From an optimization exercise on the open Yosys and OpenROAD flow, aimed at a short achievable clock period and few clock cycles; shortcuts taken in it are not production practice. Function was checked by simulation only, so behaviour that the tests miss may differ from the original. Power figures rest on the tool's default switching activity, not on a simulated workload.

`config.mk`:
```
export PLATFORM = sky130hd
export DESIGN_NAME = fde_core
export DESIGN_NICKNAME = fde_core
export VERILOG_FILES = /design/flow/design.v
export SDC_FILE = /design/flow/constraint.sdc
export NUM_CORES = 4
export LEC_CHECK = 0
export ABC_CLOCK_PERIOD_IN_PS = 2500
export CAP_MARGIN = 20
export CORE_MARGIN = 2
export CORE_UTILIZATION = 40
export PLACE_DENSITY = 0.6
export SETUP_SLACK_MARGIN = 4.3
export SLEW_MARGIN = 20
export TNS_END_PERCENT = 5
```
`constraint.sdc`:
```
create_clock -name core_clock -period 7.0 [get_ports {clk}]
set_input_delay 1.4000 -clock core_clock [delete_from_list [all_inputs] [get_ports {clk}]]
set_output_delay 1.4000 -clock core_clock [all_outputs]
set_load 0.01 [all_outputs]
```
`design.v`:
```
module fde_core (
    input  wire        clk,
    input  wire        rst,            
    input  wire [7:0]  key,            
    output wire [7:0]  mem_addr,
    output wire        mem_we,
    output wire [15:0] mem_wdata,
    input  wire [15:0] mem_rdata,
    output reg  [15:0] out_data,
    output reg         out_valid,
    output reg  [15:0] disp_data,
    output reg         disp_data_valid,
    output reg  [15:0] disp_ctrl,
    output reg         disp_ctrl_valid,
    output reg         halted,
    output reg  [1:0]  fault,
    output reg  [15:0] fault_info
);
    localparam [1:0] FAULT_NONE        = 2'd0;
    localparam [1:0] FAULT_INVALID_OP  = 2'd1;
    localparam [1:0] FAULT_ADDR_RANGE  = 2'd3;
    localparam [7:0] OP_NOP = 8'h00, OP_LDA = 8'h01, OP_ADD = 8'h02, OP_SUB = 8'h03,
                     OP_STA = 8'h04, OP_LDI = 8'h05, OP_JMP = 8'h06, OP_JC  = 8'h07,
                     OP_JZ  = 8'h08, OP_SHL = 8'h09, OP_SHR = 8'h0A, OP_KEY = 8'h0B,
                     OP_OUT = 8'h0E, OP_HLT = 8'h0F, OP_PSH = 8'h10, OP_POP = 8'h11,
                     OP_CAL = 8'h12, OP_RET = 8'h13, OP_LSP = 8'h14, OP_DSD = 8'h15,
                     OP_DSC = 8'h16;
    reg [15:0] reg_a;
    reg        carry;
    reg        zero;
    reg [3:0]  sp;
    reg [7:0]  ma;         
    reg        mw;         
    reg [15:0] mwd;        
    reg        pk_fetch;   
    wire [7:0] ma_p1 = ma + 8'd1;
    assign mem_addr  = ma;
    assign mem_we    = mw;
    assign mem_wdata = mwd;
    reg        have;
    reg [7:0]  ir_op;
    reg [7:0]  ir_opd;
    reg [7:0]  nseq;       
    reg [7:0]  nseq_p1;    
    reg d_lda, d_add, d_sub, d_sta, d_psh, d_pop, d_cal, d_ret;
    reg d_ldi, d_key, d_shl, d_shr, d_out, d_dsd, d_dsc, d_lsp, d_hlt, d_bad;
    localparam CL = 5;
    localparam NL = 1 << CL;
    reg [NL-1:0] c_val;
    reg [15:0] pf_word;
    reg        pf_ok;
    wire jx     = have & !halted;                        
    wire j_mem  = d_lda | d_add | d_sub | d_sta | d_psh | d_pop;    
    wire ret_bad = d_ret & (mem_rdata[15:8] != 8'd0);
    wire halting = jx & (d_hlt | d_bad | ret_bad);
    wire [15:0] opb      = mem_rdata;
    wire [16:0] alu_sum  = {1'b0, reg_a} + {1'b0, opb};
    wire [16:0] alu_diff = {1'b0, reg_a} - {1'b0, opb};
    wire [15:0] alu_res  = d_sub ? alu_diff[15:0] : alu_sum[15:0];
    wire        alu_c    = d_sub ? ~alu_diff[16] : alu_sum[16];
    wire        alu_z    = d_sub ? (reg_a == opb)
                                 : ((reg_a ^ opb) == {reg_a[14:0] | opb[14:0], 1'b0});
    reg [15:0] a_aj;
    always @* begin
        a_aj = reg_a;
        if (jx) begin
            if (d_lda | d_pop) a_aj = mem_rdata;
            if (d_add | d_sub) a_aj = alu_res;
            if (d_ldi)         a_aj = {8'd0, ir_opd};
            if (d_key)         a_aj = {8'd0, key};
            if (d_shl)         a_aj = {reg_a[14:0], 1'b0};
            if (d_shr)         a_aj = {1'b0, reg_a[15:1]};
        end
    end
    wire c_aj = (jx & d_shl) ? reg_a[15] : (jx & d_shr) ? reg_a[0] :
                (jx & (d_add | d_sub)) ? alu_c : carry;
    wire z_aj = (jx & d_shl) ? (reg_a[14:0] == 15'd0) :
                (jx & d_shr) ? (reg_a[15:1] == 15'd0) :
                (jx & (d_add | d_sub)) ? alu_z : zero;
    reg [3:0] sp_aj;
    always @* begin
        sp_aj = sp;
        if (jx) begin
            if (d_psh | d_cal) sp_aj = sp + 4'd1;
            if (d_pop | d_ret) sp_aj = sp - 4'd1;
            if (d_lsp)         sp_aj = reg_a[3:0];
        end
    end
    wire        pf_use = pf_ok & !(mw & (ma == nseq));
    wire        n_from_pf = !pk_fetch & have & j_mem & pf_use;
    wire        n_valid = pk_fetch | n_from_pf;
    wire [15:0] n_word  = pk_fetch ? mem_rdata : pf_word;
    wire [7:0]  n_nseq  = pk_fetch ? ma_p1 : nseq_p1;
    wire [7:0]  n_op    = n_word[15:8];
    wire [7:0]  n_opd   = n_word[7:0];
    wire n_lda = (n_op == OP_LDA), n_add = (n_op == OP_ADD), n_sub = (n_op == OP_SUB);
    wire n_sta = (n_op == OP_STA), n_psh = (n_op == OP_PSH), n_pop = (n_op == OP_POP);
    wire n_cal = (n_op == OP_CAL), n_ret = (n_op == OP_RET);
    wire n_jmp = (n_op == OP_JMP), n_jc = (n_op == OP_JC), n_jz = (n_op == OP_JZ);
    wire n_dir  = n_lda | n_add | n_sub | n_sta;
    wire n_push = n_psh | n_cal;
    wire n_popr = n_pop | n_ret;
    wire n_memop = n_dir | n_push | n_popr;
    wire n_taken = n_jmp | (n_jc & c_aj) | (n_jz & z_aj);
    reg [7:0]  ma_n;
    reg        mw_n;
    reg [15:0] mwd_n;
    reg        pk_n;
    always @* begin
        ma_n  = n_nseq;
        mw_n  = 1'b0;
        mwd_n = a_aj;
        pk_n  = 1'b1;
        if (n_valid) begin
            if (n_memop) begin
                pk_n = 1'b0;
                mw_n = n_sta | n_push;
                if (n_dir)       ma_n = n_opd;
                else if (n_push) ma_n = {4'hF, sp_aj};
                else             ma_n = {4'hF, sp_aj - 4'd1};
                if (n_cal) mwd_n = {8'd0, n_nseq};
            end else if (n_taken) begin
                ma_n = n_opd;
            end
        end else begin
            if (d_cal)      ma_n = ir_opd;
            else if (d_ret) ma_n = mem_rdata[7:0];
            else            ma_n = nseq;
        end
        if (halting) mw_n = 1'b0;
    end
    wire [16*NL-1:0] c_words;
    wire [NL-1:0]    c_hit_a, c_hit_b;
    genvar gi;
    generate
        for (gi = 0; gi < NL; gi = gi + 1) begin : line
            reg [15:0]   data;
            reg [7-CL:0] tag;
            wire sel = (ma[CL-1:0] == gi);
            wire upd = mw & c_val[gi] & (tag == ma[7:CL]);
            always @(posedge clk) begin
                if (!rst && !halted && sel && (pk_fetch || upd)) begin
                    data <= pk_fetch ? mem_rdata : mwd;
                    tag  <= ma[7:CL];
                end
            end
            assign c_words[gi*16 +: 16] = data;
            assign c_hit_a[gi] = c_val[gi] & (tag == ma_p1[7:CL]);
            assign c_hit_b[gi] = c_val[gi] & (tag == nseq_p1[7:CL]);
        end
    endgenerate
    wire [CL-1:0] ia = ma_p1[CL-1:0];
    wire [CL-1:0] ib = nseq_p1[CL-1:0];
    wire        hit_a  = c_hit_a[ia];
    wire        hit_b  = c_hit_b[ib];
    wire [15:0] word_a = c_words[ia*16 +: 16];
    wire [15:0] word_b = c_words[ib*16 +: 16];
    always @(posedge clk) begin
        if (rst)
            c_val <= {NL{1'b0}};
        else if (!halted && pk_fetch)
            c_val[ma[CL-1:0]] <= 1'b1;
    end
    always @(posedge clk) begin
        if (rst) begin
            reg_a           <= 16'd0;
            carry           <= 1'b0;
            zero            <= 1'b0;
            sp              <= 4'd0;
            ma              <= 8'd0;
            mw              <= 1'b0;
            mwd             <= 16'd0;
            pk_fetch        <= 1'b1;
            have            <= 1'b0;
            ir_op           <= 8'd0;
            ir_opd          <= 8'd0;
            nseq            <= 8'd0;
            nseq_p1         <= 8'd0;
            {d_lda, d_add, d_sub, d_sta, d_psh, d_pop, d_cal, d_ret} <= 8'd0;
            {d_ldi, d_key, d_shl, d_shr, d_out, d_dsd, d_dsc, d_lsp, d_hlt, d_bad} <= 10'd0;
            pf_word         <= 16'd0;
            pf_ok           <= 1'b0;
            halted          <= 1'b0;
            fault           <= FAULT_NONE;
            fault_info      <= 16'd0;
            out_data        <= 16'd0;
            out_valid       <= 1'b0;
            disp_data       <= 16'd0;
            disp_data_valid <= 1'b0;
            disp_ctrl       <= 16'd0;
            disp_ctrl_valid <= 1'b0;
        end else begin
            out_valid       <= 1'b0;
            disp_data_valid <= 1'b0;
            disp_ctrl_valid <= 1'b0;
            if (halted) begin
                mw <= 1'b0;
            end else begin
                if (jx) begin
                    if (d_lda) reg_a <= mem_rdata;
                    if (d_add | d_sub) begin
                        reg_a <= alu_res;
                        carry <= alu_c;
                        zero  <= alu_z;
                    end
                    if (d_psh | d_cal) sp <= sp + 4'd1;
                    if (d_pop) begin
                        sp    <= sp - 4'd1;
                        reg_a <= mem_rdata;
                    end
                    if (d_ret) begin
                        if (ret_bad) begin
                            halted     <= 1'b1;
                            fault      <= FAULT_ADDR_RANGE;
                            fault_info <= mem_rdata;
                        end else begin
                            sp <= sp - 4'd1;
                        end
                    end
                    if (d_ldi) reg_a <= {8'd0, ir_opd};
                    if (d_key) reg_a <= {8'd0, key};
                    if (d_shl) begin
                        reg_a <= {reg_a[14:0], 1'b0};
                        carry <= reg_a[15];
                        zero  <= (reg_a[14:0] == 15'd0);
                    end
                    if (d_shr) begin
                        reg_a <= {1'b0, reg_a[15:1]};
                        carry <= reg_a[0];
                        zero  <= (reg_a[15:1] == 15'd0);
                    end
                    if (d_out) begin
                        out_data  <= reg_a;
                        out_valid <= 1'b1;
                    end
                    if (d_dsd) begin
                        disp_data       <= reg_a;
                        disp_data_valid <= 1'b1;
                    end
                    if (d_dsc) begin
                        disp_ctrl       <= reg_a;
                        disp_ctrl_valid <= 1'b1;
                    end
                    if (d_lsp) sp <= reg_a[3:0];
                    if (d_hlt) halted <= 1'b1;
                    if (d_bad) begin
                        halted     <= 1'b1;
                        fault      <= FAULT_INVALID_OP;
                        fault_info <= {8'd0, ir_op};
                    end
                end
                ma       <= ma_n;
                mw       <= mw_n;
                mwd      <= mwd_n;
                pk_fetch <= pk_n;
                have     <= n_valid;
                ir_op    <= n_op;
                ir_opd   <= n_opd;
                nseq     <= n_nseq;
                nseq_p1  <= n_nseq + 8'd1;
                d_lda    <= n_lda;
                d_add    <= n_add;
                d_sub    <= n_sub;
                d_sta    <= n_sta;
                d_psh    <= n_psh;
                d_pop    <= n_pop;
                d_cal    <= n_cal;
                d_ret    <= n_ret;
                d_ldi    <= (n_op == OP_LDI);
                d_key    <= (n_op == OP_KEY);
                d_shl    <= (n_op == OP_SHL);
                d_shr    <= (n_op == OP_SHR);
                d_out    <= (n_op == OP_OUT);
                d_dsd    <= (n_op == OP_DSD);
                d_dsc    <= (n_op == OP_DSC);
                d_lsp    <= (n_op == OP_LSP);
                d_hlt    <= (n_op == OP_HLT);
                d_bad    <= (n_op == 8'h0C) | (n_op == 8'h0D) | (n_op > 8'h16);
                if (pk_fetch) begin
                    pf_word <= word_a;
                    pf_ok   <= hit_a;
                end else begin
                    pf_word <= word_b;
                    pf_ok   <= hit_b & !(mw & (ma == nseq_p1));
                end
            end
        end
    end
endmodule
```
`run.sh`:
```
#!/bin/bash
# synth_recipe.tcl (not shown) runs the flow's synth.tcl, then flattens the netlist and writes it again
# the make line also repeats each setting of config.mk as NAME=value (left out here)
make -C /OpenROAD-flow-scripts/flow DESIGN_CONFIG=/design/flow/config.mk WORK_HOME=/design/flow/orfs CLKGATE_MAP_FILE= SYNTH_SCRIPT=/design/flow/synth_recipe.tcl finish
```
==> notes.md, run 1 <==
- Top cells by area in the synthesized netlist: sky130_fd_sc_hd__edfxtp_1 45%, sky130_fd_sc_hd__dfxtp_1 11%, sky130_fd_sc_hd__nand2_1 7.2%
* Synth Net Count: 4060
* Area leader, netlist: sky130_fd_sc_hd__edfxtp_1
- Most frequent cell after synthesis: sky130_fd_sc_hd__nand2_1
* Largest net degree at the start of global routing: 88
- The run finished with no timing, DRC or antenna violations.
- STA puts the critical path data required time at 7.58 ns.
* Worst-case hold path end point: ir_op[0]
* Cell depth of the worst flop-to-flop path: 11
- Summed over all layers, the global routing overflow is 0.
- Number of enable flip-flop cells after synthesis: 608
- Maxcap violations: 0
* Sum of internal, switching and leakage power: 15.6 mW
- For this block, the routed nets add up to 163 mm of wire.
- After detailed routing, the number of vias per cell comes to 6.10.
* Crit Path Class: in2reg
- The number of slew-limit violations in the final report was 0.
- After detailed routing, the average wire length per cell comes to 28.7 um.
- Worst-case register-to-register setup slack: 3.71 ns
* Cell Pwr Density: 296 nW/um2
- Input and output buffers added on the ports amount to 120.
- Part of the cycle the worst path needs: 49.3%
- Setup TNS: 0 ns
- After Yosys synthesis, XOR and XNOR cells account for 7.42% of the synthesized area.
- Via count of the first global-routing pass: 32800
- The final-report hold violation count is 0.
* Min-Delay Path Class: reg2reg
* Dominant combinational cell family by area after synthesis: simple AND/OR/NAND/NOR gates
* Average instance area after synthesis: 10.3 um2
- Combined area of all synthesized cells: 40700 um2
- Tot GR Track Use: 30.9%
* Num rows: 117
- For the final database, setup skew stands at 0.0384 ns.
* Shortest clock period the worst path allows after layout: 3.45 ns
- Measured against its own limit, the worst slew margin works out to 19.8%.
- Of all flip-flops after synthesis, the portion carrying an async set or reset was 0%.
- STA classifies the critical path startpoint as an input port.
- After the first detailed-routing iteration, the DRC count stood at 4368.
* Starting density of the core: 40.2%
- The synthesized netlist devotes 12.3% of its cell area to compound gates.
* Count of nets after finishing: 4325
* RSZ-0062 raised after global routing: yes
- # setup viols final: 0
- In the final layout, the share of cells above drive strength 1 is 20.4%.
- Counting along the longest clock path gives a buffer depth of 3.
- The cell sitting at the root of the clock tree is a sky130_fd_sc_hd__clkbuf_16.
* DRC viols: 0
- The startpoint identified for the worst register-to-register timing path is reg_a[9].
- End of the worst register-to-register path: ma[6]
* Clock tree from TritonCTS: built
- Depth of the CTS H-tree: 3
- The die is 323 um tall.
- The region available for standard cell placement spans 101000 um2.
* Die Outline Area: 104000 um2
- Detailed placement ended at an HPWL of 87.9 mm.
* Fillers: 8711
- The first global-routing pass estimated 234 mm of wire.
* Signal arrival time at the worst endpoint: 4.03 ns
- Synth Instances: 3972
* Area fraction of the dominant cell type after synthesis: 44.8%
- Counting flops and latches in the post-synthesis netlist gives 826.
* Number of buffers added by the clock tree synthesis step: 91
- Weighted congestion reported at the end of routability-driven placement: 0.977
* Post-route ant nets: 0
* Clock insertion delay at the later pin of the skew report: 0.69 ns
* Most numerous cell types in the synthesized netlist: 784 x sky130_fd_sc_hd__nand2_1, 608 x sky130_fd_sc_hd__edfxtp_1, 247 x sky130_fd_sc_hd__nor2_1
* Post-Route Utilization: 52.0%
* Slew at the pin closest to its max-slew limit: 1.20 ns
- Simple-gate share of the synthesized area: 17.1%
- Peak fanout along the critical path: 8
* Vias after detailed routing: 34700
- Peak supply drop: 0.000192 V
* Mux cell area share after synthesis: 1.77%
- Max frequency: 290 MHz
- Register area share after synthesis: 55.5%
- The number of antenna violations at the first check in global routing is 1.
- Hold Path Origin: ir_op[0]
- The area growth from synthesis to layout is 29.4%.
* Horizontal die dimension: 323 um
- Pin placement for this block handled 121 I/O pins.
- Static leakage power: 19.1 nW
* CTS hold repair buffers: 0
* Adder-cell area share of the yosys netlist: 1.94%
- For this run, the number of Yosys warnings is 1.
- The clock net in this run drives a total of 826 sinks.
* Most common flop cell mapped by yosys: sky130_fd_sc_hd__edfxtp_1
* Clk pin slew, worst setup/hold paths: 0.07 ns
- STA classifies the critical path endpoint as a flip-flop.
- Counting instances, the worst hold path has a depth of 2.
- The netlist uses 91 different library cells.
- Detailed Routing Iterations Pass 1: 5
==> how the worst max path moves through the flow <==
stage,depth (start not counted),from,endpoint
6_report,13,mem_rdata[11],ma[6]
5_1_grt,13,mem_rdata[0],ma[5]
4_1_cts,13,mem_rdata[0],ma[6]
3_5_place_dp,11,mem_rdata[3],ma[6]
3_3_place_gp,12,mem_rdata[2],ma[7]
2_1_floorplan,11,mem_rdata[0],ma[7]
==> registers in the layout (all words and copies together) (netlist names), 2 cells and up <==
register / cells
ma: 8
sp: 4
mwd: 16
fault: 2
pf_word: 16
fault_info: 16
line.tag: 96
ir_op: 8
c_val: 32
line.data: 512
nseq: 8
reg_a: 16
out_data: 16
disp_ctrl: 16
nseq_p1: 8
disp_data: 16
ir_opd: 8
==> cell usage in the layout, fill, tap and decap left out, types with 45 or more instances in the layout <==
| cell type | n |
|---|---|
| sky130_fd_sc_hd__edfxtp_1 | 608 |
| sky130_fd_sc_hd__xor2_1 | 138 |
| sky130_fd_sc_hd__a311oi_1 | 68 |
| sky130_fd_sc_hd__a21oi_1 | 173 |
| sky130_fd_sc_hd__buf_4 | 199 |
| sky130_fd_sc_hd__nand3_1 | 175 |
| sky130_fd_sc_hd__inv_1 | 70 |
| sky130_fd_sc_hd__nor3_1 | 68 |
| sky130_fd_sc_hd__xnor2_1 | 154 |
| sky130_fd_sc_hd__clkbuf_16 | 92 |
| sky130_fd_sc_hd__buf_12 | 61 |
| sky130_fd_sc_hd__mux2i_1 | 45 |
| sky130_fd_sc_hd__a311oi_2 | 71 |
| sky130_fd_sc_hd__dfxtp_1 | 197 |
| sky130_fd_sc_hd__and3_1 | 81 |
| sky130_fd_sc_hd__nand2_1 | 778 |
| sky130_fd_sc_hd__nor2_1 | 237 |
| sky130_fd_sc_hd__clkdlybuf4s50_1 | 99 |
| sky130_fd_sc_hd__o21ai_0 | 85 |
==> worst max-delay path, cell delays in order <==
cell                       delay (ns)
sky130_fd_sc_hd__buf_4           0.18
sky130_fd_sc_hd__inv_2           0.08
sky130_fd_sc_hd__ha_4            0.23
sky130_fd_sc_hd__buf_12          0.13
sky130_fd_sc_hd__nor3_2          0.20
sky130_fd_sc_hd__nand4_1         0.22
sky130_fd_sc_hd__o21bai_1        0.24
sky130_fd_sc_hd__and4b_1         0.22
sky130_fd_sc_hd__nand3b_1        0.26
sky130_fd_sc_hd__a21oi_4         0.20
sky130_fd_sc_hd__buf_12          0.14
sky130_fd_sc_hd__mux2_4          0.30
sky130_fd_sc_hd__a221oi_2        0.22
==> layer usage <==
layer  global-route usage [%]  vias up  share of wire, %
li1                         -    14900                 -
met3                     6.21      466                11
met4                     17.0        0               5.9
met5                        0        -                 0
met1                     40.4    17100                38
met2                     48.0     2165                45
==> final cells by class <==
class | instances | area [um2] | share of cell area [%]
Sequential cell | 826 | 22700 | 43.0
Multi-Input combinational cell | 2754 | 18800 | 35.6
Clock buffer | 112 | 2440 | 4.62
Timing Repair Buffer | 466 | 6030 | 11.4
Antenna cell | 2 | 5.00 | 0.00949
Clock inverter | 56 | 607 | 1.15
Timing Repair inverter | 8 | 118 | 0.223
Tap cell | 1368 | 1710 | 3.25
Inverter | 90 | 388 | 0.735
==> logic make-up after synthesis <==
logic type | Yosys count
flops | 826
mux | 67
compound gates | 725
xor+xnor | 321
buf+inv | 393
simple gates | 1578
fa+ha+maj | 62
==> report_power, final <==
group	internal, mW	switching, mW
clock network	2.89	2.09
registers	5.45	0.161
logic	2.00	3.04
total	10.3	5.29
==> per-stage QoR <==
step	hold WS (ns)	area (um2)	setup slack [ns]	cells
global placement	0.436	43800	1.82	5263
floorplan	0.420	41000	3.17	3972
detailed placement	0.435	43800	1.69	5265
finish	0.447	52700	3.55	5682
CTS	0.446	52500	3.65	5670
global route	0.465	52700	3.51	5680
==> repair_timing <==
action | CTS | global route
resized for setup | 619 | 27
endpoints found under the setup margin | 836 | 784
cloned | 55 | 0
pin swaps | 175 | 7
setup buffers | 182 | 9
Testbench counts, summed over its fixed seeds: cycles 20,030.
==> run 2, diff against run 1 <==
--- a/config.mk
+++ b/config.mk
@@ -12,4 +12,4 @@
 export PLACE_DENSITY = 0.6
 export SETUP_SLACK_MARGIN = 4.3
 export SLEW_MARGIN = 20
-export TNS_END_PERCENT = 5
+export TNS_END_PERCENT = 100
==> notes.md, run 2 <==
- Cell Pwr Density: 292 nW/um2 (-1.3%)
* Number of warning messages in the yosys log: 1 (unchanged)
* Total number of clock tree sinks: 826 (unchanged)
- Largest net degree at the start of global routing: 90 (+2.3%)
- Part of the cycle the worst path needs: 48.1% (-1.3 points)
- Shortest clock period the worst path allows after layout: 3.36 ns (-0.0882 ns)
- Critical path startpoint category: input port
- The vertical extent of the die came to 323 um (unchanged).
* Register area share after synthesis: 55.5% (unchanged)
* Vias after detailed routing: 35000 (+1.0%)
* Number of port buffers: 120 (unchanged)
- The number of enable flip-flop cells after synthesis came to 608 (unchanged).
- CP max stage cell: sky130_fd_sc_hd__fa_2
* # setup viols final: 0 (unchanged)
- The effective utilization at floorplan was 40.2% (unchanged).
* Area used by multi-input combinational logic: 19700 um2 (+4.9%)
- The data required time of the critical path came to 7.59 ns (about the same).
- The total CTS buffers is 91 (unchanged).
* Share of async-settable or async-resettable flops after synthesis: 0% (unchanged)
- Cells along the critical path: buf_12 -> ha_4 -> fa_2 -> o21bai_4 -> o211ai_1 -> a21boi_2 -> o21bai_1 -> and4b_1 -> nand3b_1 -> a21oi_4 -> buf_12 -> mux2_4 -> a221oi_2
- The detailed placement HPWL came to 86.5 mm (-1.6%).
* Die Outline Area: 104000 um2 (unchanged)
* Most common flop cell mapped by yosys: sky130_fd_sc_hd__edfxtp_1
- The buffer and inverter count on the worst path is 2 (-2).
- The count of unresolved DRC violations after routing came to 0 (unchanged).
- Registers with the most flip-flops: line.data x512, line.tag x96, c_val x32
- Reg area: 22700 um2 (+0.31%)
- The headroom to the max-slew limit is 26.9% (+7.1 points).
- Number of synthesized register bits: 826 (unchanged)
- The accumulated negative setup slack was 0 ns (unchanged).
- Counting instances in the post-synthesis netlist gives the leading cell types as 784 x sky130_fd_sc_hd__nand2_1, 608 x sky130_fd_sc_hd__edfxtp_1, 247 x sky130_fd_sc_hd__nor2_1.
* Num ports: 121 (unchanged)
- The final net count is 4395 (+1.6%).
- Synth Instances: 3972 (unchanged)
* Fillers: 8566 (-1.7%)
* Layout overhead on the synthesized area: 33.0%
- Critical Path Max Stage Delay: 0.36 ns (+0.06 ns)
* Peak supply drop: 0.000229 V (+19%)
- The final-report hold violation count was 0 (unchanged).
* Largest Register: line.data
* Most frequent standard cell in the layout excluding fill and tap cells: sky130_fd_sc_hd__nand2_1
- Combined area of all synthesized cells: 40700 um2 (unchanged)
- Endpoint type of the worst setup path: flip-flop
* RSZ-0062 raised after global routing: yes
- The transition time at the pin with the least slew margin was 1.10 ns (-0.107 ns).
- Area leader, netlist: sky130_fd_sc_hd__edfxtp_1
- Status: complete, no violations
- The top cell types in the final layout, fill and taps aside, are 753 x sky130_fd_sc_hd__nand2_1, 608 x sky130_fd_sc_hd__edfxtp_1, 230 x sky130_fd_sc_hd__nor2_1.
- Portion of total power attributed to the clock network: 30.5% (-1.3 points)
- Area fraction of the dominant cell type after synthesis: 44.8% (unchanged)
- The detailed-route vias per instance is 6.09 (-0.18%).
* Total Routed Length: 167 mm (+2.5%)
- Flip-flop count of the largest register, all copies and words added: 512 (unchanged)
* Post-route ant nets: 0 (unchanged)
- The leakage power is 19.7 nW (+3.0%).
- The number of global-route vias before repair is 32000 (-2.6%).
* Average instance area after synthesis: 10.3 um2 (unchanged)
* Fraction of final layout cells sized beyond drive strength 1: 27.3% (+6.9 points)
- Horizontal die dimension: 323 um (unchanged)
* Depth of the CTS H-tree: 3 (unchanged)
- Most frequent cell after synthesis: sky130_fd_sc_hd__nand2_1
- The switching power total was 5.48 mW (+3.7%).
- Sw Ratio: 34.6% (+0.74 points)
- TritonCTS built the clock tree.
- Residual overflow from global routing: 0 (unchanged)
- In this run the clock root is driven by a sky130_fd_sc_hd__clkbuf_16.
- The fraction of power consumed by sequential logic is 35.3% (-0.6 points).
- Among cell families on the critical path, the largest total delay comes from compound AO/OA/AOI/OAI gates.
- The later-pin clock latency in the skew report was 0.70 ns (about the same).
* Distinct cell type count of the synthesized netlist: 91 (unchanged)
* Tot GR Track Use: 30.4% (-0.51 points)
- The row count came to 117 (unchanged).
- The internal portion of total power was 10.4 mW (+0.32%).
- Maxcap violations: 0 (unchanged)
- Detailed Routing Iterations Pass 1: 8 (+3)
- Top cell by count, worst path: sky130_fd_sc_hd__buf_12
- Synth Net Count: 4060 (unchanged)
* Initial DRC Count: 4045 (-7.4%)
* Maximum clock insertion buffer count: 3 (unchanged)
- The fraction of power consumed by combinational cells is 34.2% (+1.9 points).
- Weighted congestion reported at the end of routability-driven placement: 0.942 (-3.6%)
- Top cells by area in the synthesized netlist: sky130_fd_sc_hd__edfxtp_1 45%, sky130_fd_sc_hd__dfxtp_1 11%, sky130_fd_sc_hd__nand2_1 7.2%
- The floorplan core area was 101000 um2 (unchanged).
- Final Max Tran Viols: 0 (unchanged)
* Detail-routed net length per standard cell: 29.0 um (+1.3%)
* Min-Delay Path Class: reg2reg
- Clk pin slew, worst setup/hold paths: 0.07 ns (about the same)
* Initial antenna violation count: 8 (+7)
- The final worst clock skew is 0.0353 ns (-0.00314 ns).
- The largest fanout of any net on the critical path is 5 (-3).
* Crit Path Class: in2reg
* First-pass GRT wire length: 230 mm (-1.7%)
* Max frequency: 297 MHz (+2.6%)
- The final cell count without fillers was 5749 (+1.2%).
- Signal arrival time at the worst endpoint: 3.96 ns (-0.07 ns)
* Number of placed instances, taps included: 5256 (-0.17%)
[run 2: path summary, 6_finish.rpt]
check | startpoint | endpoint | slack, ns | depth (start not counted)
setup / recovery | mem_rdata[0] | ma[5] | 3.64 | 13
hold / removal | fault_info[12] | fault_info[12] | 0.45 | 2
setup reg to reg | reg_a[14] | ma[5] | 3.70 | 13
hold reg to reg | fault_info[12] | fault_info[12] | 0.45 | 2
[run 2: cell type report]
class                      count  area share (%)
tap                         1368            3.16
multi-input combinational   2754            36.3
clock buffer                 119            4.56
sequential                   826            42.0
timing repair buffer         537            12.0
clock inverter                47           0.877
inverter                      90           0.875
timing repair inverter         7           0.240
antenna                        1         0.00462
[run 2: metal layers]
layer  wire, um  share of wire [%]  vias up  track usage, %
met5         26              0.016        -               0
met4      11000                6.6        4            16.6
met3      17100                 10      562            5.63
met2      74900                 45     2256            47.8
met1      63800                 38    17100            39.6
li1           -                  -    15100               -
[run 2: logic make-up after synthesis]
family / Yosys count / synth area share (%)
AOI/OAI and AO/OA: 725 / 12.3
xor gates and xnor gates: 321 / 7.42
DFF: 826 / 55.5
adders and majority gates: 62 / 1.94
and+or+nand+nor: 1578 / 17.1
buffers and inverters: 393 / 3.87
muxes: 67 / 1.77
[run 2: per-stage QoR]
step	setup slack (ns)	area (um2)	hold slack, ns	util, %	power [mW]
after floorplan	3.17	41600	0.420	-	7.68
after global placement	1.79	44100	0.432	43.5	8.71
after detailed placement	1.75	44100	0.442	43.5	8.73
after CTS	3.72	51800	0.450	51.1	14.9
after global routing	3.56	54200	0.462	53.4	16.2
final	3.64	54200	0.446	53.4	15.8
[run 2: worst register-to-register path: cells and delay by family (launching register included)]
| kind | cells | cell delay (ns) |
|---|---|---|
| buffers and inverters | 4 | 0.77 |
| muxes | 1 | 0.30 |
| AOI/OAI and AO/OA | 5 | 1.19 |
| DFF | 1 | 0.30 |
| and+or+nand+nor | 2 | 0.30 |
| adders and majority gates | 1 | 0.38 |
[run 2: power groups by stage]
stage	registers (mW)	clock network, mW	logic, mW
after CTS	5.59	4.86	4.44
after floorplan	5.64	0	2.04
final	5.60	4.83	5.42
after global placement	5.75	0	2.96
after detailed placement	5.75	0	2.98
after global routing	5.60	5.03	5.58
[run 2: what timing repair did]
item                       CTS  global route
setup buffers              194            84
setup endpoints to repair  872           399
pin swaps                  187           205
cloned                      33            15
hold buffers                 0             0
gates resized for setup    871           316
==> run 3, diff against run 2 <==
--- a/design.v
+++ b/design.v
@@ -30,10 +30,10 @@
     reg        zero;
     reg [3:0]  sp;
     reg [7:0]  ma;         
+    reg [7:0]  ma_p1;      
     reg        mw;         
     reg [15:0] mwd;        
     reg        pk_fetch;   
-    wire [7:0] ma_p1 = ma + 8'd1;
     assign mem_addr  = ma;
     assign mem_we    = mw;
     assign mem_wdata = mwd;
@@ -103,11 +103,13 @@
     wire n_memop = n_dir | n_push | n_popr;
     wire n_taken = n_jmp | (n_jc & c_aj) | (n_jz & z_aj);
     reg [7:0]  ma_n;
+    reg [7:0]  ma_p1_n;    
     reg        mw_n;
     reg [15:0] mwd_n;
     reg        pk_n;
     always @* begin
         ma_n  = n_nseq;
+        ma_p1_n = n_nseq + 8'd1;
         mw_n  = 1'b0;
         mwd_n = a_aj;
         pk_n  = 1'b1;
@@ -115,17 +117,25 @@
             if (n_memop) begin
                 pk_n = 1'b0;
                 mw_n = n_sta | n_push;
-                if (n_dir)       ma_n = n_opd;
-                else if (n_push) ma_n = {4'hF, sp_aj};
-                else             ma_n = {4'hF, sp_aj - 4'd1};
+                if (n_dir) begin
+                    ma_n = n_opd;          ma_p1_n = n_opd + 8'd1;
+                end else if (n_push) begin
+                    ma_n = {4'hF, sp_aj};  ma_p1_n = {4'hF, sp_aj + 4'd1};
+                end else begin
+                    ma_n = {4'hF, sp_aj - 4'd1};  ma_p1_n = {4'hF, sp_aj};
+                end
                 if (n_cal) mwd_n = {8'd0, n_nseq};
             end else if (n_taken) begin
-                ma_n = n_opd;
+                ma_n = n_opd;  ma_p1_n = n_opd + 8'd1;
             end
         end else begin
-            if (d_cal)      ma_n = ir_opd;
-            else if (d_ret) ma_n = mem_rdata[7:0];
-            else            ma_n = nseq;
+            if (d_cal) begin
+                ma_n = ir_opd;  ma_p1_n = ir_opd + 8'd1;
+            end else if (d_ret) begin
+                ma_n = mem_rdata[7:0];  ma_p1_n = mem_rdata[7:0] + 8'd1;
+            end else begin
+                ma_n = nseq;  ma_p1_n = nseq_p1;
+            end
         end
         if (halting) mw_n = 1'b0;
     end
@@ -168,6 +178,7 @@
             zero            <= 1'b0;
             sp              <= 4'd0;
             ma              <= 8'd0;
+            ma_p1           <= 8'd1;
             mw              <= 1'b0;
             mwd             <= 16'd0;
             pk_fetch        <= 1'b1;
@@ -250,6 +261,7 @@
                     end
                 end
                 ma       <= ma_n;
+                ma_p1    <= ma_p1_n;
                 mw       <= mw_n;
                 mwd      <= mwd_n;
                 pk_fetch <= pk_n;
--- a/config.mk
+++ b/config.mk
@@ -12,4 +12,4 @@
 export PLACE_DENSITY = 0.6
 export SETUP_SLACK_MARGIN = 4.3
 export SLEW_MARGIN = 20
-export TNS_END_PERCENT = 100
+export TNS_END_PERCENT = 5
==> notes.md, run 3 <==
* Detailed route wirelength on metal2: 69.2 mm (-7.6%)
- Fraction of final layout cells sized beyond drive strength 1: 15.0% (-12 points)
* Min-Delay Path Class: reg2reg
- By count the netlist is led by 770 x sky130_fd_sc_hd__nand2_1, 608 x sky130_fd_sc_hd__edfxtp_1, 323 x sky130_fd_sc_hd__nand3_1.
* Origin of the critical flop-to-flop path: reg_a[10]
- The number of flip-flops and latches in the synthesized netlist came to 834 (+0.97%).
- The detailed-route vias per instance came to 5.92 (-2.8%).
- Post-synthesis compound-gate area fraction: 12.1% (-0.25 points)
- The detailed placement HPWL came to 87.3 mm (+0.85%).
- Weighted congestion reported at the end of routability-driven placement: 0.966 (+2.5%)
* Number of enable flip-flop cells after synthesis: 608 (unchanged)
- Setup TNS: 0 ns (unchanged)
- The leakage power was 17.8 nW (-9.3%).
* Slew at the pin closest to its max-slew limit: 0.963 ns (-0.132 ns)
- The critical path in this run is classified as in2reg.
- The number of DRC markers after the initial detailed-route iteration is 3512 (-13%).
* Post-Route Utilization: 48.5% (-4.9 points)
- Clock insertion delay at the later pin of the skew report: 0.69 ns (about the same)
- Number of buffers added by the clock tree synthesis step: 90 (-1.1%)
- The worst path arrival time came to 4.18 ns (+0.22 ns).
- Die Outline Area: 107000 um2 (+2.0%)
- The number of instances in the synthesized netlist came to 4127 (+3.9%).
- The async set-or-reset flop fraction in the synthesized netlist is 0% (unchanged).
- The cell depth of the worst min-delay path was 2 (unchanged).
- The post-place setup slack came to 1.39 ns (-0.361 ns).
* Area fraction of the dominant cell type after synthesis: 43.9% (-0.90 points)
* Clk root buf: sky130_fd_sc_hd__clkbuf_16
- The startpoint identified for the worst hold timing path is fault_info[15].
* Worst-case hold path end point: fault_info[15]
- The headroom to the max-slew limit was 35.6% (+8.7 points).
- The area growth from synthesis to layout is 20.5%.
- Largest Register: line.data
* Peak supply drop: 0.000233 V (+1.9%)
* Detail-routed net length per standard cell: 25.7 um (-11%)
* Vert. Die Dim: 326 um (+1.0%)
* CTS hold repair buffers: 0 (unchanged)
- The final worst setup slack came to 3.38 ns (-0.251 ns).
- The antenna violation net count after detailed routing is 0 (unchanged).
- The post-synthesis adder-cell area fraction was 1.93% (-0.0090 points).
- Area leader, netlist: sky130_fd_sc_hd__edfxtp_1
* DRC viols: 0 (unchanged)
- The final net count was 4339 (-1.3%).
- Max frequency: 277 MHz (-6.9%)
- Core region area: 103000 um2 (+1.9%)
- The clock transition at the registers of the reported paths was 0.06 ns (about the same).
- Part of the cycle the worst path needs: 51.6% (+3.6 points)
* Largest net degree at the start of global routing: 83 (-7.8%)
* Most common flop cell mapped by yosys: sky130_fd_sc_hd__edfxtp_1
- The xor and xnor fraction of the mapped netlist area came to 7.77% (+0.35 points).
- Cell Pwr Density: 270 nW/um2 (-7.8%)
- The slack of the worst reg-to-reg path is 3.39 ns (-0.31 ns).
* Combined area of all synthesized cells: 41600 um2 (+2.1%)
- The total wire length after detailed routing is 147 mm (-12%).
- The library cells used most frequently in the layout, excluding fill and tap cells, are 764 x sky130_fd_sc_hd__nand2_1, 608 x sky130_fd_sc_hd__edfxtp_1, 323 x sky130_fd_sc_hd__nand3_1.
- Top cells by area in the synthesized netlist: sky130_fd_sc_hd__edfxtp_1 44%, sky130_fd_sc_hd__dfxtp_1 11%, sky130_fd_sc_hd__nand2_1 6.9%
* RSZ-0062 raised after global routing: yes
* Final Max Tran Viols: 0 (unchanged)
* Wire length the detailed router placed on met1: 59.4 mm (-6.9%)
- Via count of the first global-routing pass: 31800 (-0.45%)
- Num rows: 118 (+0.85%)
- The flip-flop count of the largest register after layout came to 512 (unchanged).
* Mux cell area share after synthesis: 2.31% (+0.55 points)
* Top layer used by detailed routing: met5
- The largest fanout of any net on the critical path was 5 (unchanged).
- STA classifies the critical path endpoint as a flip-flop.
* Depth of the CTS H-tree: 3 (unchanged)
- Critical path startpoint category: input port
- Number of port buffers: 120 (unchanged)
* Most frequent cell after synthesis: sky130_fd_sc_hd__nand2_1
- The sequential cell area came to 22800 um2 (+0.41%).
* Total number of clock tree sinks: 834 (+0.97%)
- The global routing usage summed across all routing layers was 26.8% (-3.6 points).
* Maximum clock insertion buffer count: 3 (unchanged)
- The post-synth net total was 4216 (+3.8%).
* Num ports: 121 (unchanged)
- Residual overflow from global routing: 0 (unchanged)
* Horizontal die dimension: 326 um (+1.0%)
- Final worst clock skew: 0.0577 ns (+0.0224 ns)
- Distinct cell type count of the synthesized netlist: 81 (-11%)
- Dominant combinational cell family by area after synthesis: simple AND/OR/NAND/NOR gates
- Required time at the endpoint of the critical path: 7.57 ns (-0.02 ns)
* End of the worst register-to-register path: ma[0]
- Fillers: 9298 (+8.5%)
- Simple-gate share of the synthesized area: 17.3% (+0.19 points)
* Initial antenna violation count: 1 (-7)
- TritonCTS built the clock tree.
- Most frequent standard cell in the layout excluding fill and tap cells: sky130_fd_sc_hd__nand2_1
- The minimum clock period was 3.62 ns (+0.251 ns).
- The flow ran to the end and the layout has no timing, DRC or antenna violations.
- Met3 WL: 10.9 mm (-36%)
- The largest registers in the layout are line.data x512, line.tag x96, c_val x32.
- The number of cells on the worst reg-to-reg path is 11 (-2).
- The first-pass GRT wire length is 215 mm (-6.3%).
- Vias after detailed routing: 33800 (-3.5%)
* Starting density of the core: 40.2% (+0.072 points)
* Register area share after synthesis: 54.8% (-0.73 points)
* Number of warning messages in the yosys log: 1 (unchanged)
- The final-report hold violation count came to 0 (unchanged).
- The detailed-router iteration count before antenna repair came to 7 (-1).
* Maxcap violations: 0 (unchanged)
- The total of endpoints with negative setup slack in the final report was 0 (unchanged).
- The mean instance size in the synthesized netlist was 10.1 um2 (-1.8%).
- Area used by multi-input combinational logic: 18600 um2 (-5.7%)
-- run 3: worst max-delay path by stage --
stage | start | end | slack, ns
after floorplan | mem_rdata[11] | ma[6] | 3.05
final | mem_rdata[4] | ma[0] | 3.38
after detailed placement | mem_rdata[0] | ma[1] | 1.39
after CTS | mw | mem_we | 3.57
after global routing | mem_rdata[4] | ma_p1[2] | 3.32
after global placement | mem_rdata[0] | ma[1] | 1.48
-- run 3: cell families (layout without fill, tap and decap cells) --
logic type               after synthesis  count (layout)
AO/OA/AOI/OAI                        751             751
multiplexers                          87              87
buffers and inverters                395             592
AND/OR/NAND/NOR                     1628            1628
XOR/XNOR                             369             369
other                                  0               2
flip-flops                           834             834
adder cells (fa/ha/maj)               63              63
-- run 3: final cells by class --
| class | count | area share, % |
|---|---|---|
| timing repair inverter | 3 | 0.0574 |
| clock buffer | 113 | 4.87 |
| tap | 1380 | 3.44 |
| inverter | 72 | 0.674 |
| sequential | 834 | 45.6 |
| antenna | 2 | 0.00998 |
| clock inverter | 53 | 0.991 |
| timing repair buffer | 351 | 7.38 |
| multi-input combinational | 2898 | 37.0 |
-- run 3: per-stage QoR --
step | total power, mW | std cells | hold WS, ns | area (um2)
3_5_place_dp | 8.28 | 5411 | 0.443 | 44600
5_1_grt | 14.0 | 5704 | 0.471 | 50100
3_3_place_gp | 8.27 | 5410 | 0.440 | 44600
6_report | 13.5 | 5706 | 0.451 | 50100
4_1_cts | 13.5 | 5660 | 0.451 | 49500
2_1_floorplan | 7.33 | 4127 | 0.425 | 41900
-- run 3: per-layer routing --
metal	global-route usage (%)	up-vias
met5	0	-
met4	12.8	2
met3	3.86	385
met2	43.9	1681
met1	34.9	16600
li1	-	15100
-- run 3: report_power, final --
group	total [mW]	internal, mW	switching (mW)
registers	5.65	5.48	0.173
logic	3.12	1.08	2.04
clock network	4.74	2.67	2.07
total	13.5	9.23	4.29
-- run 3: timing repair --
item | in CTS | in global routing
pin swaps | 74 | 19
gates cloned | 15 | 0
buffers inserted | 68 | 43
setup endpoints to repair | 864 | 840
gates resized for setup | 311 | 61
-- run 3: worst max-delay path, stage by stage --
cell and delay (ns):
sky130_fd_sc_hd__buf_6 0.07, sky130_fd_sc_hd__buf_6 0.11, sky130_fd_sc_hd__clkinvlp_4 0.14, sky130_fd_sc_hd__ha_4 0.19, sky130_fd_sc_hd__or4_4 0.48, sky130_fd_sc_hd__o211ai_1 0.19, sky130_fd_sc_hd__buf_4 0.18, sky130_fd_sc_hd__o211a_4 0.18
sky130_fd_sc_hd__a221oi_4 0.08, sky130_fd_sc_hd__buf_12 0.18, sky130_fd_sc_hd__nor3_4 0.26, sky130_fd_sc_hd__mux2i_1 0.27, sky130_fd_sc_hd__nand2_1 0.10, sky130_fd_sc_hd__a221o_1 0.35
Testbench counts of run 3, summed over its fixed seeds: cycles 20,030.
==> run 4, diff against run 3 <==
--- a/design.v
+++ b/design.v
@@ -30,10 +30,10 @@
     reg        zero;
     reg [3:0]  sp;
     reg [7:0]  ma;         
-    reg [7:0]  ma_p1;      
     reg        mw;         
     reg [15:0] mwd;        
     reg        pk_fetch;   
+    wire [7:0] ma_p1 = ma + 8'd1;
     assign mem_addr  = ma;
     assign mem_we    = mw;
     assign mem_wdata = mwd;
@@ -54,29 +54,50 @@
     wire ret_bad = d_ret & (mem_rdata[15:8] != 8'd0);
     wire halting = jx & (d_hlt | d_bad | ret_bad);
     wire [15:0] opb      = mem_rdata;
-    wire [16:0] alu_sum  = {1'b0, reg_a} + {1'b0, opb};
-    wire [16:0] alu_diff = {1'b0, reg_a} - {1'b0, opb};
-    wire [15:0] alu_res  = d_sub ? alu_diff[15:0] : alu_sum[15:0];
-    wire        alu_c    = d_sub ? ~alu_diff[16] : alu_sum[16];
+    wire [15:0] opx      = d_sub ? ~opb : opb;
+    reg  [16:0] pg_g, pg_p, pk_g, pk_p;
+    reg  [15:0] alu_res;
+    reg         alu_c;
+    integer     ki, kd;
+    always @* begin
+        pg_g[0] = d_sub;
+        pg_p[0] = 1'b0;
+        for (ki = 0; ki < 16; ki = ki + 1) begin
+            pg_g[ki+1] = reg_a[ki] & opx[ki];
+            pg_p[ki+1] = reg_a[ki] ^ opx[ki];
+        end
+        pk_g = pg_g;
+        pk_p = pg_p;
+        for (kd = 1; kd < 17; kd = kd * 2) begin
+            for (ki = 16; ki >= kd; ki = ki - 1) begin
+                pk_g[ki] = pk_g[ki] | (pk_p[ki] & pk_g[ki-kd]);
+                pk_p[ki] = pk_p[ki] & pk_p[ki-kd];
+            end
+        end
+        for (ki = 0; ki < 16; ki = ki + 1)
+            alu_res[ki] = pg_p[ki+1] ^ pk_g[ki];
+        alu_c = pk_g[16];
+    end
     wire        alu_z    = d_sub ? (reg_a == opb)
                                  : ((reg_a ^ opb) == {reg_a[14:0] | opb[14:0], 1'b0});
-    reg [15:0] a_aj;
-    always @* begin
-        a_aj = reg_a;
+    wire j_alu = jx & (d_add | d_sub);
+    reg [15:0] a_other;
+    always @* begin
+        a_other = reg_a;
         if (jx) begin
-            if (d_lda | d_pop) a_aj = mem_rdata;
-            if (d_add | d_sub) a_aj = alu_res;
-            if (d_ldi)         a_aj = {8'd0, ir_opd};
-            if (d_key)         a_aj = {8'd0, key};
-            if (d_shl)         a_aj = {reg_a[14:0], 1'b0};
-            if (d_shr)         a_aj = {1'b0, reg_a[15:1]};
-        end
-    end
-    wire c_aj = (jx & d_shl) ? reg_a[15] : (jx & d_shr) ? reg_a[0] :
-                (jx & (d_add | d_sub)) ? alu_c : carry;
-    wire z_aj = (jx & d_shl) ? (reg_a[14:0] == 15'd0) :
-                (jx & d_shr) ? (reg_a[15:1] == 15'd0) :
-                (jx & (d_add | d_sub)) ? alu_z : zero;
+            if (d_lda | d_pop) a_other = mem_rdata;
+            if (d_ldi)         a_other = {8'd0, ir_opd};
+            if (d_key)         a_other = {8'd0, key};
+            if (d_shl)         a_other = {reg_a[14:0], 1'b0};
+            if (d_shr)         a_other = {1'b0, reg_a[15:1]};
+        end
+    end
+    wire [15:0] a_aj = j_alu ? alu_res : a_other;
+    wire c_other = (jx & d_shl) ? reg_a[15] : (jx & d_shr) ? reg_a[0] : carry;
+    wire z_other = (jx & d_shl) ? (reg_a[14:0] == 15'd0) :
+                   (jx & d_shr) ? (reg_a[15:1] == 15'd0) : zero;
+    wire c_aj = j_alu ? alu_c : c_other;
+    wire z_aj = j_alu ? alu_z : z_other;
     reg [3:0] sp_aj;
     always @* begin
         sp_aj = sp;
@@ -102,14 +123,25 @@
     wire n_popr = n_pop | n_ret;
     wire n_memop = n_dir | n_push | n_popr;
     wire n_taken = n_jmp | (n_jc & c_aj) | (n_jz & z_aj);
+    wire use_opd = n_valid & (n_dir | (!n_memop & n_taken));
     reg [7:0]  ma_n;
-    reg [7:0]  ma_p1_n;    
     reg        mw_n;
     reg [15:0] mwd_n;
     reg        pk_n;
-    always @* begin
-        ma_n  = n_nseq;
-        ma_p1_n = n_nseq + 8'd1;
+    reg [7:0]  ma_rest;
+    always @* begin
+        ma_rest = n_nseq;
+        if (n_valid) begin
+            if (n_push)      ma_rest = {4'hF, sp_aj};
+            else if (n_popr) ma_rest = {4'hF, sp_aj - 4'd1};
+        end else begin
+            if (d_cal)      ma_rest = ir_opd;
+            else if (d_ret) ma_rest = mem_rdata[7:0];
+            else            ma_rest = nseq;
+        end
+        ma_n = use_opd ? n_opd : ma_rest;
+    end
+    always @* begin
         mw_n  = 1'b0;
         mwd_n = a_aj;
         pk_n  = 1'b1;
@@ -117,24 +149,7 @@
             if (n_memop) begin
                 pk_n = 1'b0;
                 mw_n = n_sta | n_push;
-                if (n_dir) begin
-                    ma_n = n_opd;          ma_p1_n = n_opd + 8'd1;
-                end else if (n_push) begin
-                    ma_n = {4'hF, sp_aj};  ma_p1_n = {4'hF, sp_aj + 4'd1};
-                end else begin
-                    ma_n = {4'hF, sp_aj - 4'd1};  ma_p1_n = {4'hF, sp_aj};
-                end
                 if (n_cal) mwd_n = {8'd0, n_nseq};
-            end else if (n_taken) begin
-                ma_n = n_opd;  ma_p1_n = n_opd + 8'd1;
-            end
-        end else begin
-            if (d_cal) begin
-                ma_n = ir_opd;  ma_p1_n = ir_opd + 8'd1;
-            end else if (d_ret) begin
-                ma_n = mem_rdata[7:0];  ma_p1_n = mem_rdata[7:0] + 8'd1;
-            end else begin
-                ma_n = nseq;  ma_p1_n = nseq_p1;
             end
         end
         if (halting) mw_n = 1'b0;
@@ -178,7 +193,6 @@
             zero            <= 1'b0;
             sp              <= 4'd0;
             ma              <= 8'd0;
-            ma_p1           <= 8'd1;
             mw              <= 1'b0;
             mwd             <= 16'd0;
             pk_fetch        <= 1'b1;
@@ -207,18 +221,12 @@
             if (halted) begin
                 mw <= 1'b0;
             end else begin
+                reg_a <= a_aj;
+                carry <= c_aj;
+                zero  <= z_aj;
                 if (jx) begin
-                    if (d_lda) reg_a <= mem_rdata;
-                    if (d_add | d_sub) begin
-                        reg_a <= alu_res;
-                        carry <= alu_c;
-                        zero  <= alu_z;
-                    end
                     if (d_psh | d_cal) sp <= sp + 4'd1;
-                    if (d_pop) begin
-                        sp    <= sp - 4'd1;
-                        reg_a <= mem_rdata;
-                    end
+                    if (d_pop) sp <= sp - 4'd1;
                     if (d_ret) begin
                         if (ret_bad) begin
                             halted     <= 1'b1;
@@ -228,18 +236,6 @@
                             sp <= sp - 4'd1;
                         end
                     end
-                    if (d_ldi) reg_a <= {8'd0, ir_opd};
-                    if (d_key) reg_a <= {8'd0, key};
-                    if (d_shl) begin
-                        reg_a <= {reg_a[14:0], 1'b0};
-                        carry <= reg_a[15];
-                        zero  <= (reg_a[14:0] == 15'd0);
-                    end
-                    if (d_shr) begin
-                        reg_a <= {1'b0, reg_a[15:1]};
-                        carry <= reg_a[0];
-                        zero  <= (reg_a[15:1] == 15'd0);
-                    end
                     if (d_out) begin
                         out_data  <= reg_a;
                         out_valid <= 1'b1;
@@ -261,7 +257,6 @@
                     end
                 end
                 ma       <= ma_n;
-                ma_p1    <= ma_p1_n;
                 mw       <= mw_n;
                 mwd      <= mwd_n;
                 pk_fetch <= pk_n;
==> notes.md, run 4 <==
* Clock tree from TritonCTS: built
- Number of buffers added by the clock tree synthesis step: 88 (-2.2%)
- Portion of total power attributed to the clock network: 33.7% (-1.4 points)
- Area used by multi-input combinational logic: 16500 um2 (-11%)
* Mux cell area share after synthesis: 2.16% (-0.15 points)
* Min Hold Slack: 0.450 ns (-0.000351 ns)
* Total number of clock tree sinks: 826 (-0.96%)
* Share of the synthesized netlist area taken by xor and xnor gates: 7.91% (+0.14 points)
* Clock insertion delay at the later pin of the skew report: 0.68 ns (about the same)
- The final worst setup slack is 3.72 ns (+0.338 ns).
- The deepest clock path buffer count came to 3 (unchanged).
* Reg area: 22700 um2 (-0.70%)
- Most frequent standard cell in the layout excluding fill and tap cells: sky130_fd_sc_hd__nand2_1
- Post-Route Utilization: 48.3% (-0.15 points)
* Clk pin slew, worst setup/hold paths: 0.06 ns (about the same)
- First-pass GRT wire length: 200 mm (-6.9%)
* Peak supply drop: 0.000189 V (-19%)
- Count of nets after finishing: 3948 (-9.0%)
- Residual overflow from global routing: 0 (unchanged)
* Average instance area after synthesis: 10.6 um2 (+5.1%)
- Starting density of the core: 40.4% (+0.16 points)
- line.data holds more flip-flops than any other register.
- The compound-cell area share of the yosys netlist is 11.6% (-0.50 points).
- Cell Pwr Density: 288 nW/um2 (+6.7%)
- The antenna violation net count after detailed routing was 0 (unchanged).
* Status: complete, no violations
- Endpoint type of the worst setup path: flip-flop
* Area fraction of the dominant cell type after synthesis: 45.9% (+2.0 points)
- The post-synthesis adder-cell area fraction is 1.38% (-0.55 points).
* Number of placed instances, taps included: 4958 (-8.4%)
- Finished Layout Cells: 5237 (-8.2%)
- Share of total power in combinational logic: 25.3% (+2.2 points)
- The transition time at the pin with the least slew margin is 1.11 ns (+0.142 ns).
* Initial antenna violation count: 1 (unchanged)
- In the synthesized netlist, the cells that appear most often are 765 x sky130_fd_sc_hd__nand2_1, 608 x sky130_fd_sc_hd__edfxtp_1, 222 x sky130_fd_sc_hd__a21oi_1.
- Part of the cycle the worst path needs: 46.8% (-4.8 points)
- Number of port buffers: 120 (unchanged)
- Top cells by area in the synthesized netlist: sky130_fd_sc_hd__edfxtp_1 46%, sky130_fd_sc_hd__dfxtp_1 11%, sky130_fd_sc_hd__nand2_1 7.2%
* Depth of the CTS H-tree: 3 (unchanged)
- The async set-or-reset flop fraction in the synthesized netlist came to 0% (unchanged).
- The flip-flop count of the largest register after layout came to 512 (unchanged).
- Most used cells in the layout excluding fill and tap cells: 763 x sky130_fd_sc_hd__nand2_1, 608 x sky130_fd_sc_hd__edfxtp_1, 195 x sky130_fd_sc_hd__dfxtp_1
- The fraction of power consumed by sequential logic came to 41.0% (-0.8 points).
- P_sw: 4.37 mW (+1.9%)
- Setup repair after global routing could not meet its margin everywhere.
- Peak fanout along the critical path: 2 (-3)
- The final-layout fill cell count was 8877 (-4.5%).
* Area leader, netlist: sky130_fd_sc_hd__edfxtp_1
- Most frequent cell after synthesis: sky130_fd_sc_hd__nand2_1
- The worst setup path is of the in2reg kind.
- Detailed Routing Iterations Pass 1: 5 (-2)
* Num ports: 121 (unchanged)
* Synth Net Count: 3824 (-9.3%)
* Placement Setup Slack: 2.07 ns (+0.681 ns)
- Post-Layout Inst Area: 47600 um2 (-5.1%)
- Most common flop cell mapped by yosys: sky130_fd_sc_hd__edfxtp_1
- Number of synthesized register bits: 826 (-0.96%)
- Via count of the first global-routing pass: 29200 (-8.3%)
- Number of warning messages in the yosys log: 1 (unchanged)
- By area, the combinational part of the netlist is dominated by simple AND/OR/NAND/NOR gates.
* Maxcap violations: 0 (unchanged)
* Die Outline Area: 102000 um2 (-4.3%)
- Largest net degree at the start of global routing: 83 (unchanged)
- Detail-routed net length per standard cell: 26.4 um (+2.4%)
* Shortest clock period the worst path allows after layout: 3.28 ns (-0.338 ns)
- Num rows: 115 (-2.5%)
- Total Routed Length: 138 mm (-6.0%)
- The total cell area at the placement stage was 42200 um2 (-5.4%).
* Sum of internal, switching and leakage power: 13.7 mW (+1.3%)
* Min-Delay Path Class: reg2reg
* Cell-internal power: 9.33 mW (+1.0%)
* Signal arrival time at the worst endpoint: 3.89 ns (-0.29 ns)
- DRC viols: 0 (unchanged)
- Max frequency: 305 MHz (+10%)
- Vert. Die Dim: 319 um (-2.2%)
- Final count of hold timing violations: 0 (unchanged)
* Critical path startpoint category: input port
- Synth Instances: 3754 (-9.0%)
- The floorplan core area came to 98400 um2 (-4.8%).
- The synthesized cell area was 39800 um2 (-4.4%).
- The weighted congestion reported at the end of routability-driven placement is 0.970 (+0.43%).
- Horizontal die dimension: 319 um (-2.2%)
- The switching part of the total is 31.9% (+0.19 points).
* Register area share after synthesis: 56.9% (+2.1 points)
* Clk root buf: sky130_fd_sc_hd__clkbuf_16
- Compared with the post-synthesis result, the final layout area differs by 19.7%.
- Setup TNS: 0 ns (unchanged)
* Distinct cell type count of the synthesized netlist: 91 (+12%)
- Remaining max-slew budget at the tightest pin: 26.2% (-9.4 points)
* Number of enable flip-flop cells after synthesis: 608 (unchanged)
- Required time at the endpoint of the critical path: 7.61 ns (+0.04 ns)
- The simple logic cell fraction of the synthesized area is 16.3% (-1.0 points).
- # setup viols final: 0 (unchanged)
* Final Max Tran Viols: 0 (unchanged)
* Tot GR Track Use: 26.4% (-0.35 points)
- Final worst clock skew: 0.0561 ns (-0.00160 ns)
- Registers with the most flip-flops: line.data x512, line.tag x96, c_val x32
* Fraction of final layout cells sized beyond drive strength 1: 14.5% (-0.42 points)
- The detailed placement HPWL is 75.7 mm (-13%).
* Initial DRC Count: 3534 (+0.63%)
* Vias after detailed routing: 30800 (-8.8%)
- The leakage power was 16.9 nW (-5.1%).
- Detailed-route vias per instance: 5.88 (-0.61%)
[run 4: cell count changes in the layout (fill, tap and decap cells not counted), sizes merged, moves of 34 or more]
cell,change
a41oi,-34
nor2,-54
a31oi,+38
and3,+100
nand3,-279
xor2,-50
buf,-42
[run 4: path summary, 6_finish.rpt]
check / from / to / slack (ns) / cells after the start
max: mem_rdata[0] / mwd[12] / 3.72 / 15
min: fault_info[14] / fault_info[14] / 0.45 / 2
max reg2reg: reg_a[13] / ma[5] / 3.82 / 12
min reg2reg: fault_info[14] / fault_info[14] / 0.45 / 2
[run 4: cell families after synthesis]
group | count (synthesis)
AOI/OAI and AO/OA | 712
xor gates and xnor gates | 349
adders and majority gates | 44
buffers and inverters | 338
DFF | 826
muxes | 76
and+or+nand+nor | 1409
[run 4: what timing repair did]
| action | in CTS | in global routing |
|---|---|---|
| pin swaps | 68 | 34 |
| hold buffers | 0 | 0 |
| cloned | 26 | 1 |
| gates resized for setup | 299 | 76 |
| endpoints found under the hold margin | 0 | 0 |
| buffers inserted | 71 | 19 |
| setup endpoints to repair | 842 | 739 |
[run 4: cell type report]
type	instances	share of cell area, %
Sequential cell	826	47.7
Multi-Input combinational cell	2590	34.6
Antenna cell	4	0.0210
Clock inverter	44	0.868
Inverter	53	0.563
Timing Repair Buffer	315	7.70
Clock buffer	114	5.07
Tap cell	1287	3.38
Timing Repair inverter	4	0.0973
[run 4: routing by layer]
metal	vias up	GRT usage [%]	wire length, um
met5	-	0	0
met2	1503	41.1	62600
met4	0	10.2	5350
li1	13800	-	-
met1	15200	36.9	58000
met3	282	4.52	12200
[run 4: power by group through the flow]
stage | registers (mW) | clock network [mW] | logic (mW)
finish | 5.62 | 4.61 | 3.47
global route | 5.62 | 4.82 | 3.67
CTS | 5.60 | 4.66 | 3.38
detailed placement | 5.74 | 0 | 2.55
global placement | 5.74 | 0 | 2.53
floorplan | 5.61 | 0 | 1.80
[run 4: worst max-delay path: stages]
cell	delay, ns
sky130_fd_sc_hd__buf_12	0.10
sky130_fd_sc_hd__xor2_1	0.14
sky130_fd_sc_hd__ha_1	0.29
sky130_fd_sc_hd__a21o_1	0.12
sky130_fd_sc_hd__a21oi_2	0.06
sky130_fd_sc_hd__nor3_2	0.17
sky130_fd_sc_hd__o31a_1	0.22
sky130_fd_sc_hd__o2111ai_2	0.17
sky130_fd_sc_hd__buf_4	0.18
sky130_fd_sc_hd__buf_4	0.13
sky130_fd_sc_hd__buf_6	0.10
sky130_fd_sc_hd__a21bo_4	0.21
sky130_fd_sc_hd__a211oi_4	0.28
sky130_fd_sc_hd__o22ai_2	0.14
sky130_fd_sc_hd__o21ai_1	0.15
Testbench counts of run 4, summed over its fixed seeds: cycles 20,030.
==> run 5, diff against run 4 <==
--- a/design.v
+++ b/design.v
@@ -44,6 +44,8 @@
     reg [7:0]  nseq_p1;    
     reg d_lda, d_add, d_sub, d_sta, d_psh, d_pop, d_cal, d_ret;
     reg d_ldi, d_key, d_shl, d_shr, d_out, d_dsd, d_dsc, d_lsp, d_hlt, d_bad;
+    reg d_jc, d_jz;
+    reg d_guess;           
     localparam CL = 5;
     localparam NL = 1 << CL;
     reg [NL-1:0] c_val;
@@ -109,7 +111,8 @@
     end
     wire        pf_use = pf_ok & !(mw & (ma == nseq));
     wire        n_from_pf = !pk_fetch & have & j_mem & pf_use;
-    wire        n_valid = pk_fetch | n_from_pf;
+    wire        j_wrong = jx & d_guess & ((d_jc & carry) | (d_jz & zero));
+    wire        n_valid = (pk_fetch & !j_wrong) | n_from_pf;
     wire [15:0] n_word  = pk_fetch ? mem_rdata : pf_word;
     wire [7:0]  n_nseq  = pk_fetch ? ma_p1 : nseq_p1;
     wire [7:0]  n_op    = n_word[15:8];
@@ -122,7 +125,8 @@
     wire n_push = n_psh | n_cal;
     wire n_popr = n_pop | n_ret;
     wire n_memop = n_dir | n_push | n_popr;
-    wire n_taken = n_jmp | (n_jc & c_aj) | (n_jz & z_aj);
+    wire n_guess = j_alu & (n_jc | n_jz);
+    wire n_taken = n_jmp | (!j_alu & ((n_jc & c_other) | (n_jz & z_other)));
     wire use_opd = n_valid & (n_dir | (!n_memop & n_taken));
     reg [7:0]  ma_n;
     reg        mw_n;
@@ -135,7 +139,7 @@
             if (n_push)      ma_rest = {4'hF, sp_aj};
             else if (n_popr) ma_rest = {4'hF, sp_aj - 4'd1};
         end else begin
-            if (d_cal)      ma_rest = ir_opd;
+            if (d_cal | j_wrong) ma_rest = ir_opd;
             else if (d_ret) ma_rest = mem_rdata[7:0];
             else            ma_rest = nseq;
         end
@@ -164,7 +168,7 @@
             wire sel = (ma[CL-1:0] == gi);
             wire upd = mw & c_val[gi] & (tag == ma[7:CL]);
             always @(posedge clk) begin
-                if (!rst && !halted && sel && (pk_fetch || upd)) begin
+                if (sel && (pk_fetch || upd)) begin
                     data <= pk_fetch ? mem_rdata : mwd;
                     tag  <= ma[7:CL];
                 end
@@ -203,6 +207,7 @@
             nseq_p1         <= 8'd0;
             {d_lda, d_add, d_sub, d_sta, d_psh, d_pop, d_cal, d_ret} <= 8'd0;
             {d_ldi, d_key, d_shl, d_shr, d_out, d_dsd, d_dsc, d_lsp, d_hlt, d_bad} <= 10'd0;
+            {d_jc, d_jz, d_guess} <= 3'd0;
             pf_word         <= 16'd0;
             pf_ok           <= 1'b0;
             halted          <= 1'b0;
@@ -273,6 +278,9 @@
                 d_pop    <= n_pop;
                 d_cal    <= n_cal;
                 d_ret    <= n_ret;
+                d_jc     <= n_jc;
+                d_jz     <= n_jz;
+                d_guess  <= n_guess;
                 d_ldi    <= (n_op == OP_LDI);
                 d_key    <= (n_op == OP_KEY);
                 d_shl    <= (n_op == OP_SHL);
--- a/config.mk
+++ b/config.mk
@@ -12,4 +12,4 @@
 export PLACE_DENSITY = 0.6
 export SETUP_SLACK_MARGIN = 4.3
 export SLEW_MARGIN = 20
-export TNS_END_PERCENT = 5
+export TNS_END_PERCENT = 100
==> notes.md, run 5 <==
- The transition time at the pin with the least slew margin was 1.23 ns (+0.126 ns).
* Fraction of final layout cells sized beyond drive strength 1: 23.1% (+8.5 points)
- The number of ports placed on the die boundary was 121 (unchanged).
- sky130_fd_sc_hd__nand2_1 is the most common cell in the netlist.
* Post-route ant nets: 0 (unchanged)
- The data required time of the critical path is 7.56 ns (-0.05 ns).
- STA classifies the critical path startpoint as an input port.
- Residual overflow from global routing: 0 (unchanged)
* Fillers: 8339 (-6.1%)
* CP Buf/Inv Count: 3 (-1)
- The switching part of the total came to 32.4% (+0.51 points).
- Num rows: 115 (unchanged)
- Cell Pwr Density: 298 nW/um2 (+3.7%)
- Detailed Routing Iterations Pass 1: 6 (+1)
* Most used cells in the layout excluding fill and tap cells: 721 x sky130_fd_sc_hd__nand2_1, 608 x sky130_fd_sc_hd__edfxtp_1, 246 x sky130_fd_sc_hd__nor2_1
* Average instance area after synthesis: 10.5 um2 (-0.90%)
- Clk root buf: sky130_fd_sc_hd__clkbuf_16
- The number of antenna violations at the first check in global routing is 5 (+4).
- Crit Path Class: in2reg
- The peak per-stage delay on the critical path was 0.34 ns (+0.05 ns).
- Shortest clock period the worst path allows after layout: 3.32 ns (+0.0421 ns)
- Area fraction of the dominant cell type after synthesis: 46.0% (+0.11 points)
- Leaving out fill and tap cells, the most frequent cell in the layout is sky130_fd_sc_hd__nand2_1.
* Cell-internal power: 10.5 mW (+12%)
- Static leakage power: 19.2 nW (+13%)
- Count of nets after finishing: 4137 (+4.8%)
- The final-report hold violation count is 0 (unchanged).
- TritonCTS built the clock tree.
- The largest fanout of any net on the critical path was 3 (+1).
* Depth of the CTS H-tree: 3 (unchanged)
* Core region area: 98300 um2 (-0.15%)
- Horizontal die dimension: 319 um (-0.12%)
* Status: complete, no violations
- Number of synthesized register bits: 829 (+0.36%)
## run 5: changes by cell type after synthesis, moves of 27 or more
cell                       delta
sky130_fd_sc_hd__a21oi_1     -45
sky130_fd_sc_hd__nor2_1      +66
sky130_fd_sc_hd__nand2_1     -27
sky130_fd_sc_hd__nor3_1      +86
sky130_fd_sc_hd__a41oi_1     +27
sky130_fd_sc_hd__buf_2       -53
sky130_fd_sc_hd__clkbuf_1    +71
## run 5: cells by family (layout without fill, tap and decap cells)
| logic type | after synthesis | in the layout | synth area share (%) |
|---|---|---|---|
| xor gates and xnor gates | 343 | 343 | 8.13 |
| AOI/OAI and AO/OA | 685 | 685 | 11.7 |
| DFF | 829 | 829 | 57.2 |
| adders and majority gates | 44 | 44 | 1.39 |
| muxes | 67 | 67 | 1.73 |
| and+or+nand+nor | 1460 | 1460 | 16.4 |
| buffers and inverters | 351 | 716 | 3.52 |
| other | 0 | 1 | 0 |
## run 5: worst max-delay path by stage
| stage | endpoint | slack [ns] | cells past startpoint |
|---|---|---|---|
| after CTS | mwd[14] | 3.72 | 14 |
| after floorplan | mwd[14] | 3.25 | 12 |
| final | mwd[14] | 3.68 | 14 |
| after global placement | mwd[14] | 2.13 | 12 |
| after detailed placement | mwd[14] | 2.10 | 12 |
| after global routing | carry | 3.59 | 14 |
## run 5: per-stage QoR
stage	setup slack, ns	power, mW	hold WS, ns	instances	cell area (um2)
floorplan	3.25	7.51	0.439	3779	40300
global placement	2.13	8.42	0.443	4993	42700
detailed placement	2.10	8.44	0.445	4993	42700
CTS	3.72	14.9	0.452	5375	50100
global route	3.59	15.9	0.472	5431	51800
finish	3.68	15.5	0.449	5432	51800
## run 5: power by group through the flow
stage               logic [mW]  registers [mW]  clock network [mW]
floorplan                 1.81            5.70                   0
global placement          2.61            5.81                   0
detailed placement        2.63            5.82                   0
CTS                       4.23            5.67                5.03
global route              4.95            5.69                5.23
finish                    4.78            5.68                5.00
## run 5: worst register-to-register path, delay by kind of cell, from the launching register on
family	cells	cell delay [ns]
AO/OA/AOI/OAI	7	1.31
flip-flops	1	0.89
buffers and inverters	2	0.33
adder cells (fa/ha/maj)	1	0.28
XOR/XNOR	1	0.16
AND/OR/NAND/NOR	1	0.13
## run 5: cell type report
class	instances	area (um2)	share of cell area [%]
repair buffers	474	6050	11.7
inverters	67	298	0.575
well taps	1287	1610	3.11
diodes	1	2.50	0.00483
clock inverters	49	618	1.19
clock buffers	120	2460	4.74
multi-input cells	2599	17900	34.5
repair inverters	6	149	0.287
flip-flops and latches	829	22800	43.9
## run 5: timing repair
action | in CTS | in global routing
setup buffers | 164 | 49
setup endpoints to repair | 821 | 316
pin swaps | 115 | 152
cloned | 49 | 7
resized for setup | 623 | 276
## run 5: layer usage
metal	global-route usage, %	share of wire [%]	vias to the layer above
li1	-	-	14300
met3	5.28	10	403
met5	0	0.030	-
met1	38.2	39	16400
met4	12.3	4.7	8
met2	45.4	46	1996
Testbench counts of run 5, summed over its fixed seeds: cycles 20,098.

Re-timed with assumed drivers on the ports (clkbuf_16 on the clock, buf_2 on other inputs), run 5 has 3.710 ns of setup slack against 3.681 ns with ideal ports, and 2.983 ns once port delays also move by the mid clock arrival of 0.727 ns.
